Context: an optimization exercise on an open-source flow, tuned for small area, a short achievable clock period and few clock cycles per item. The choices shown serve that exercise and are no tape-out recipe.
In this exercise RTL edits were held to simulation tests only and were not proved equivalent to the original.
No activity file was given, so power comes from the tool's default toggle rates.

[design/flow/config.mk]
export PLATFORM = sky130hd
export DESIGN_NAME = tcodec_scalar
export DESIGN_NICKNAME = tcodec_scalar
export VERILOG_FILES = /design/flow/design.v
export SDC_FILE = /design/flow/constraint.sdc
export NUM_CORES = 4
export LEC_CHECK = 0
export CAP_MARGIN = 20
export CORE_MARGIN = 2
export CORE_UTILIZATION = 40
export PLACE_DENSITY = 0.6
export SLEW_MARGIN = 20
export SYNTH_MEMORY_MAX_BITS = 16384
[design/flow/constraint.sdc]
create_clock -name core_clock -period 12.0 [get_ports {clk}]
set_input_delay 2.4000 -clock core_clock [delete_from_list [all_inputs] [get_ports {clk}]]
set_output_delay 2.4000 -clock core_clock [all_outputs]
set_load 0.01 [all_outputs]
[design/flow/design.v]
module tcodec_scalar (
  input  wire         clk,
  input  wire         rst,
  input  wire         start,
  input  wire [10:0]  cmd,
  input  wire [31:0]  arg,
  input  wire [127:0] tin,
  output reg          done,
  output reg  [3:0]   err,
  output reg  [7:0]   detail,
  output reg  [5:0]   err_addr,
  output reg  [31:0]  result,
  output reg  [127:0] tout
);
  localparam [3:0] ERR_OK      = 4'd0;
  localparam [3:0] ERR_INVALID = 4'd1;
  localparam [3:0] ERR_ILLEGAL = 4'd4;
  localparam [7:0] D_RESERVED_OP = 8'h01;
  localparam [7:0] D_NONZERO_N   = 8'h03;
  localparam [7:0] D_N_RANGE     = 8'h05;
  localparam [7:0] D_BAD_TRIT    = 8'h0A;
  localparam [7:0] D_NAN_VALUE   = 8'h0B;
  localparam [2:0] S_IDLE = 3'd0;
  localparam [2:0] S_DEC  = 3'd1;    
  localparam [2:0] S_PSH  = 3'd2;    
  localparam [2:0] S_DIG  = 3'd3;    
  localparam [2:0] S_POST = 3'd4;    
  localparam [2:0] S_SFIN = 3'd5;    
  localparam [2:0] S_DIV  = 3'd6;    
  localparam [2:0] S_DFIN = 3'd7;    
  reg  [2:0]   state;
  reg  [10:0]  cmd_r;
  reg  [31:0]  arg_r;
  reg  [127:0] R;
  reg  [6:0]   c1;       
  reg  [5:0]   c2;       
  reg          flag;     
  reg          ovf;      
  reg          sgn;      
  wire [3:0] op = cmd_r[3:0];
  wire [6:0] n  = cmd_r[10:4];
  wire [6:0] n_half = (n + 7'd1) >> 1;
  wire [7:0]  f_exp  = arg_r[30:23];
  wire [22:0] f_frac = arg_r[22:0];
  wire        f_neg  = arg_r[31];
  wire        f_nan  = (f_exp == 8'hFF) && (f_frac != 23'd0);
  wire        f_sat  = (f_exp >= 8'd127);           
  wire        f_tiny = (f_exp <= 8'd24);            
  wire [23:0] f_m    = (f_tiny | f_sat) ? 24'd0 : {1'b1, f_frac};
  wire [7:0]  f_p8   = 8'd126 - f_exp;
  wire [6:0]  f_p    = (f_tiny | f_sat) ? 7'd0 : f_p8[6:0];
  wire [6:0]  lim = (op == 4'd3) ? 7'd5 : n;
  wire [63:0] tmask, tpos, tneg, tzero, tbad;
  genvar gi;
  generate
    for (gi = 0; gi < 64; gi = gi + 1) begin : g_pl
      assign tmask[gi] = (gi < lim);
      assign tpos[gi]  = tmask[gi] &  R[2*gi] & ~R[2*gi+1];
      assign tneg[gi]  = tmask[gi] &  R[2*gi] &  R[2*gi+1];
      assign tbad[gi]  = tmask[gi] & ~R[2*gi] &  R[2*gi+1];
      assign tzero[gi] = tmask[gi] & ~R[2*gi];
    end
  endgenerate
  wire        t_neg = (tneg > tpos);
  wire        t_nz  = |(tpos | tneg);
  wire [63:0] bad_1h = tbad & (~tbad + 64'd1);
  wire        bad_found = |tbad;
  reg  [5:0]  bad_idx;
  integer b, q;
  always @(*) begin
    bad_idx = 6'd0;
    for (q = 0; q < 6; q = q + 1)
      for (b = 0; b < 64; b = b + 1)
        if ((b >> q) & 1) bad_idx[q] = bad_idx[q] | bad_1h[b];
  end
  wire        sfirst = (state == S_DEC);
  wire        f_in   = t_neg;
  wire        f_out  = t_neg & ~sfirst;
  wire [63:0] sp     = f_in ? tneg : tpos;      
  wire [63:0] sn     = f_in ? tpos : tneg;      
  wire [63:0] ca_a   = sn | tzero;
  wire [63:0] ca_s   = ca_a + sn;
  wire [63:0] ca_c   = ca_s ^ tzero;            
  reg  [127:0] sdec_next;
  integer t;
  always @(*) begin
    for (t = 0; t < 64; t = t + 1) begin
      sdec_next[2*t]   = (sn[t] & ca_c[t]) | tzero[t] | (sp[t] & ~ca_c[t]);
      sdec_next[2*t+1] = ((sn[t] & ca_c[t]) | (tzero[t] & ~ca_c[t])) ^
                         (f_out & sdec_next[2*t]);
    end
  end
  wire         x3   = flag & n[0];
  wire [125:0] G    = R[125:0];
  wire [129:0] bsel = (state == S_POST) ? {4'd0, G} :
                      x3                ? {3'd0, G, 1'b0} : {G, 3'b000};
  wire [129:0] gsum = {4'd0, G} + bsel;
  wire [3:0]   qd   = x3 ? {2'b00, gsum[127:126]} : gsum[129:126];
  reg [1:0] d_hi, d_lo;
  always @(*) begin
    if (f_sat) begin
      d_hi = x3 ? 2'd1 : 2'd2;
      d_lo = 2'd2;
    end else if (x3) begin
      d_hi = 2'd1;
      d_lo = qd[1:0];
    end else begin
      case (qd)
        4'd0: begin d_hi = 2'd0; d_lo = 2'd0; end
        4'd1: begin d_hi = 2'd0; d_lo = 2'd1; end
        4'd2: begin d_hi = 2'd0; d_lo = 2'd2; end
        4'd3: begin d_hi = 2'd1; d_lo = 2'd0; end
        4'd4: begin d_hi = 2'd1; d_lo = 2'd1; end
        4'd5: begin d_hi = 2'd1; d_lo = 2'd2; end
        4'd6: begin d_hi = 2'd2; d_lo = 2'd0; end
        4'd7: begin d_hi = 2'd2; d_lo = 2'd1; end
        default: begin d_hi = 2'd2; d_lo = 2'd2; end
      endcase
    end
  end
  function [1:0] dcode;
    input [1:0] d;
    input       ng;
    begin
      case (d)
        2'd0:    dcode = ng ? 2'b01 : 2'b11;
        2'd1:    dcode = 2'b00;
        default: dcode = ng ? 2'b11 : 2'b01;
      endcase
    end
  endfunction
  wire [3:0] pair = {dcode(d_hi, f_neg), dcode(d_lo, f_neg)};
  wire        adj_lt = ~f_sat & ~ovf & (R[125:101] < {1'b0, f_m});
  wire [1:0]  tt     = f_neg ? 2'b01 : 2'b11;       
  wire [63:0] at_x;
  generate
    for (gi = 0; gi < 64; gi = gi + 1) begin : g_ax
      assign at_x[gi] = (tout[2*gi +: 2] == tt);
    end
  endgenerate
  wire [63:0] at_s = at_x + 64'd1;
  wire [63:0] at_c = at_s ^ at_x;                   
  reg  [127:0] tout_adj;
  always @(*) begin
    for (t = 0; t < 64; t = t + 1) begin
      if (at_c[t]) begin
        if (at_x[t])                       tout_adj[2*t +: 2] = f_neg ? 2'b11 : 2'b01;
        else if (tout[2*t +: 2] == 2'b00)  tout_adj[2*t +: 2] = f_neg ? 2'b01 : 2'b11;
        else                               tout_adj[2*t +: 2] = 2'b00;
      end else
        tout_adj[2*t +: 2] = tout[2*t +: 2];
    end
  end
  function [1:0] digit;             
    input [1:0] c;
    begin
      case (c)
        2'b11:   digit = 2'd0;
        2'b00:   digit = 2'd1;
        default: digit = 2'd2;
      endcase
    end
  endfunction
  wire [7:0] packed_byte = {6'd0, digit(R[1:0])}
                         + 8'd3  * {6'd0, digit(R[3:2])}
                         + 8'd9  * {6'd0, digit(R[5:4])}
                         + 8'd27 * {6'd0, digit(R[7:6])}
                         + 8'd81 * {6'd0, digit(R[9:8])};
  function [1:0] tcode;             
    input [7:0] d;
    begin
      case (d)
        8'd0:    tcode = 2'b11;
        8'd1:    tcode = 2'b00;
        default: tcode = 2'b01;
      endcase
    end
  endfunction
  wire [7:0] ub = arg_r[7:0];
  wire [9:0] unpacked = {tcode((ub / 8'd81) % 8'd3), tcode((ub / 8'd27) % 8'd3),
                         tcode((ub / 8'd9) % 8'd3),  tcode((ub / 8'd3) % 8'd3),
                         tcode(ub % 8'd3)};
  wire        qbit    = ~t_neg;
  wire [24:0] win     = {result[23:0], qbit};
  wire [24:0] mant_rn = {1'b0, win[24:1]} + {24'd0, win[0]};
  wire [7:0]  exp_f   = {1'b0, c1} + {7'd0, mant_rn[24]};
  wire [22:0] frac_f  = mant_rn[24] ? 23'd0 : mant_rn[22:0];
  wire        keep    = flag | qbit;
  wire [5:0]  c2_inc  = c2 + {5'd0, keep};
  always @(posedge clk) begin
    if (rst) begin
      state    <= S_IDLE;
      done     <= 1'b0;
      err      <= 4'd0;
      detail   <= 8'd0;
      err_addr <= 6'd0;
      result   <= 32'd0;
      tout     <= 128'd0;
    end else begin
      done <= 1'b0;
      case (state)
        S_IDLE: begin
          cmd_r <= cmd;
          arg_r <= arg;
          R     <= tin;
          if (start) state <= S_DEC;
        end
        S_DEC: begin
          state    <= S_IDLE;
          done     <= 1'b1;
          err_addr <= 6'd0;
          err      <= ERR_OK;
          detail   <= 8'd0;
          if ((op == 4'd0) || (op > 4'd4)) begin
            err <= ERR_ILLEGAL; detail <= D_RESERVED_OP;
          end else if (((op == 4'd3) || (op == 4'd4)) && (n != 7'd0)) begin
            err <= ERR_ILLEGAL; detail <= D_NONZERO_N;
          end else if (op == 4'd3) begin
            if (bad_found) begin
              err <= ERR_INVALID; detail <= D_BAD_TRIT; err_addr <= bad_idx;
            end else
              result <= {24'd0, packed_byte};
          end else if (op == 4'd4) begin
            tout <= {118'd0, unpacked};
          end else if (op == 4'd1) begin
            if ((n == 7'd0) || (n > 7'd64)) begin
              err <= ERR_INVALID; detail <= D_N_RANGE;
            end else if (f_nan) begin
              err <= ERR_INVALID; detail <= D_NAN_VALUE;
            end else begin
              done  <= 1'b0;
              R     <= {2'b00, 1'b1, f_m, 101'd0};
              c1    <= f_p;
              c2    <= n_half[5:0];
              flag  <= 1'b1;
              ovf   <= 1'b0;
              state <= (f_p != 7'd0) ? S_PSH : S_DIG;
            end
          end else begin                           
            if (n > 7'd64) begin
              err <= ERR_INVALID; detail <= D_N_RANGE;
            end else if (n == 7'd0) begin
              result <= 32'd0;
            end else if (bad_found) begin
              err <= ERR_INVALID; detail <= D_BAD_TRIT; err_addr <= bad_idx;
            end else if (!t_nz) begin
              result <= 32'd0;
            end else begin
              done  <= 1'b0;
              R     <= sdec_next;
              sgn   <= t_neg;
              c1    <= 7'd127;
              c2    <= 6'd0;
              flag  <= 1'b0;
              state <= S_DIV;
            end
          end
        end
        S_PSH: begin
          R[124:0] <= {1'b0, R[124:1]};
          c1 <= c1 - 7'd1;
          if (c1 == 7'd1) state <= S_DIG;
        end
        S_DIG: begin
          R[125:0] <= gsum[125:0];
          tout     <= flag ? {124'd0, pair} : {tout[123:0], pair};
          flag     <= 1'b0;
          c2       <= c2 - 6'd1;
          if (c2 == 6'd1) begin
            c1    <= f_p;
            state <= (f_p != 7'd0) ? S_POST : S_SFIN;
          end
        end
        S_POST: begin
          R[125:0] <= gsum[125:0];
          ovf      <= ovf | gsum[126];
          c1       <= c1 - 7'd1;
          if (c1 == 7'd1) state <= S_SFIN;
        end
        S_SFIN: begin
          if (adj_lt) tout <= tout_adj;
          err    <= ERR_OK;
          detail <= 8'd0;
          done   <= 1'b1;
          state  <= S_IDLE;
        end
        S_DIV: begin
          R <= sdec_next;
          if (!flag) c1 <= c1 - 7'd1;
          if (qbit) flag <= 1'b1;
          if (keep) result <= {result[30:0], qbit};
          c2 <= c2_inc;
          if (c2_inc == 6'd24) state <= S_DFIN;
        end
        S_DFIN: begin
          result <= {sgn, exp_f, frac_f};
          err    <= ERR_OK;
          detail <= 8'd0;
          done   <= 1'b1;
          state  <= S_IDLE;
        end
        default: state <= S_IDLE;
      endcase
    end
  end
endmodule
[design/flow/run.sh]
#!/bin/bash
# synth_recipe.tcl (not shown) runs the flow's synth.tcl, then flattens the netlist and writes it again
# the make line also repeats each setting of config.mk as NAME=value (left out here)
make -C /OpenROAD-flow-scripts/flow DESIGN_CONFIG=/design/flow/config.mk WORK_HOME=/design/flow/orfs CLKGATE_MAP_FILE= SYNTH_SCRIPT=/design/flow/synth_recipe.tcl finish
==> impl_metrics.yaml <==
synth:
  synth_edf_count: 187
  yosysTopAreaCell: "edfxtp_1"
  yosys-top-cells-area: "edfxtp_1, dfxtp_1, nand2_1"
  avgSynthCellArea_sq_um: 7.01
  syn_area_sq_mm: 0.0494
  syn_inst: 7051
  synth-seq-area-share_pct: 18.5
  ys_ff_latch: 363
  async_flop_share_pct: 0
  synth_most_common_cell: "nand2_1"
  ys_types: 114
  synth.top_cell.area_share_pct: 11.4
  synthTopCellsByCount: "nand2_1, nor2_1, a21oi_1"
  ys.flop_type: "edfxtp_1"
  ys_warn_count: 1
timing:
  fin_crit_sh_pct: 87.7
  max-slew-margin-rel_pct: 27.4
  skew_ns: 0.0588
  finalMaxSlewViolations: 0
  finalSetupViolCount: 0
  hold_viol_final: 0
  tightestPinTransition_ns: 1.08
  period_minus_slack_ns: 10.53
  fin_tns_setup_ns: 0
  fmax_mhz: 95.0
  rsz0062_at_grt: "no"
clocking:
  postCtsSetupBuffers: 0
  clock_path_buffers: 3
  root_buffer: "clkbuf_16"
  path_clk_slew_ns: 0.06
  hold_buffers: 0
  cts-resized-gates: 0
  cts_tree: "done"
  h-tree-depth: 2
  cts.sinks: 363
  clk_latency_ns: 0.69
  numCtsBuffers: 50
power:
  total_leakage_power_uw: 0.0201
  power.density_mw_per_mm2: 128
  ir_worst_vdd_mv: 0.129
critical_path:
  crit_path_end_kind: "register"
  cp_data_required_time_ns: 12.43
  r2r_slack_ns: 1.47
  cpMostUsedCell: "buf_4"
  cp_max_fo: 50
  slowest_stage: "edfxtp_1"
  worst-endpoint-arrival_ns: 10.96
  crit_path_start_kind: "register"
  slowest_delay_ns: 0.87
  path_class: "register to register"
floorplanning:
  io_pins: 353
  start_util_pct: 40.5
  core_sq_mm: 0.122
  die_x_um: 356
  num_rows: 128
  die-area_sq_mm: 0.126
  die_y_um: 356
layout:
  drive_gt1_share_pct: 4.93
  fin_nets: 7442
  synthToLayoutAreaGrowth_pct: 12.0
  n_antenna_cell: 0
  final_cells: 8645
status:
  run_status: "no timing/DRC/antenna violations"
detailed_routing:
  wl_mm: 213
  dr.pass1.iters: 8
  vias_per_cell: 6.46
  wl_per_cell_um: 24.6
  drtIter0Drc: 6297
  vias: 55900
  final_antenna_net_count: 0
  drc: 0
global_route:
  grt_overflow: 0
  grt_max_degree: 215
  grt_pass1_vias: 51500
  grt_antenna_before_repair: 3
  grt_pass1_wl_mm: 319
  grtUsageTotal_pct: 31.9
place:
  dp_hpwl_mm: 159
  port_buffers: 346
  placed_cells: 8553
  globalplace.congestion: 1.01
run:
  max_cap_viol_count: 0
worst_hold_path:
  holdCritPathClass: "register to register"
==> sequential cells by signal (all words and copies together), names as in the netlist, 6 cells and up <==
name and count:
R 128, c1 7, arg_r 32, result 32, c2 6, cmd_r 11
err_addr 6, tout 128
==> path summary, 6_finish.rpt <==
path / startpoint / endpoint / depth (start not counted)
setup / recovery: cmd_r[9] / R[125] / 30
hold reg to reg: detail[1] / detail[1] / 2
hold / removal: detail[1] / detail[1] / 2
setup reg to reg: cmd_r[9] / R[125] / 30
==> metal layers <==
layer  track usage (%)  wire, um  vias to the layer above
met5                 0         0                        -
met4              14.3     10100                        0
met3              3.61     16700                      451
met2              52.7     98000                     2624
met1              41.8     87800                    26800
li1                  -         -                    26000
==> layout make-up <==
cell class                      count  area [sq um]
Sequential cell                   363          9140
Tap cell                         1625          2030
Fill cell                       12600         66800
Clock buffer                       68          1420
Clock inverter                     24           280
Timing Repair Buffer              457          4320
Multi-Input combinational cell   5921         37500
Inverter                          187           704
==> worst max-delay path: cells and delay by family (launching register included) <==
kind / cells / cell delay [ns]
and+or+nand+nor: 13 / 4.27
DFF: 1 / 0.87
muxes: 1 / 0.23
AOI/OAI and AO/OA: 10 / 3.03
buffers and inverters: 5 / 1.50
adders and majority gates: 1 / 0.33
==> stage by stage <==
| step | util (%) | total power, uW | setup slack, ns | hold WS (ns) | area, sq um |
|---|---|---|---|---|---|
| final | 45.3 | 7080 | 1.47 | 0.452 | 55400 |
| after global routing | 45.3 | 7480 | 1.01 | 0.475 | 55400 |
| after CTS | 45.3 | 7030 | 1.65 | 0.455 | 55400 |
| after detailed placement | 43.9 | 5410 | 1.67 | 0.449 | 53700 |
| after global placement | 43.9 | 5380 | 1.39 | 0.443 | 53700 |
| after floorplan | - | 4370 | 1.15 | 0.476 | 49500 |
==> cell usage in the layout, fill, tap and decap left out, drive strengths merged, types with 80 or more instances in the layout <==
cell type / synthesis / layout
edfxtp: 187 / 187
nor2: 685 / 685
and3: 80 / 80
a22oi: 90 / 90
ha: 276 / 276
a221oi: 91 / 91
nand3: 187 / 187
nand2b: 87 / 87
a211oi: 157 / 157
a21o: 142 / 142
xnor2: 338 / 338
nand4: 109 / 109
nor3: 199 / 199
o21ai: 448 / 448
a21oi: 492 / 492
buf: 106 / 112
a31oi: 183 / 183
xor2: 106 / 106
nand2: 929 / 929
nor4: 104 / 104
clkdlybuf4s50: 0 / 345
inv: 185 / 188
nor2b: 201 / 201
dfxtp: 176 / 176
==> cell families (layout without fill, tap and decap cells) <==
logic type,Yosys count,count (layout),synth area share [%]
other,1,6,0.00759
XOR/XNOR,444,444,7.90
flip-flops,363,363,18.5
AND/OR/NAND/NOR,2843,2843,27.5
multiplexers,76,76,1.59
buffers and inverters,772,736,6.17
AO/OA/AOI/OAI,2263,2263,30.9
adder cells (fa/ha/maj),289,289,7.49
==> power breakdown <==
group          switching, uW  internal [uW]  leakage, uW  total (uW)
Sequential               234           1410      0.00320        1640
Clock                    691            900     0.000833        1590
Combinational           2350           1500       0.0161        3850
Testbench counts, summed over its fixed seeds: cycles 177,579, items 8,000.

-- port drivers added, routing unchanged --
The flow's constraints put no driver on any port. The routed layout listed below was extracted and timed again, unchanged, in two steps.
Step 1: set_driving_cell puts a clkbuf_16 on clk and a buf_2 on each other input, an assumption about the parent block.
Step 2, shift: input delay + t, output delay - t, t = (earliest + latest rising clock arrival at the registers) / 2. This alone moves slack from input paths to output paths.
Slacks: ideal / step 1 / step 2; pairs: ideal / step 1.
shift t [ns]: 0.740
slack for setup (ns): 1.471 / 1.471 / 1.471
worst hold slack (ns): 0.452 / 0.452 / 0.452
clock arrival spread, ns: 0.061 / 0.061
slew at the worst register clock pin (ns): 0.07 / 0.07
After both steps setup and hold are still met in this run. The setup slack of this run moves by 0.000 ns with the drivers and by 0.000 ns with both steps.
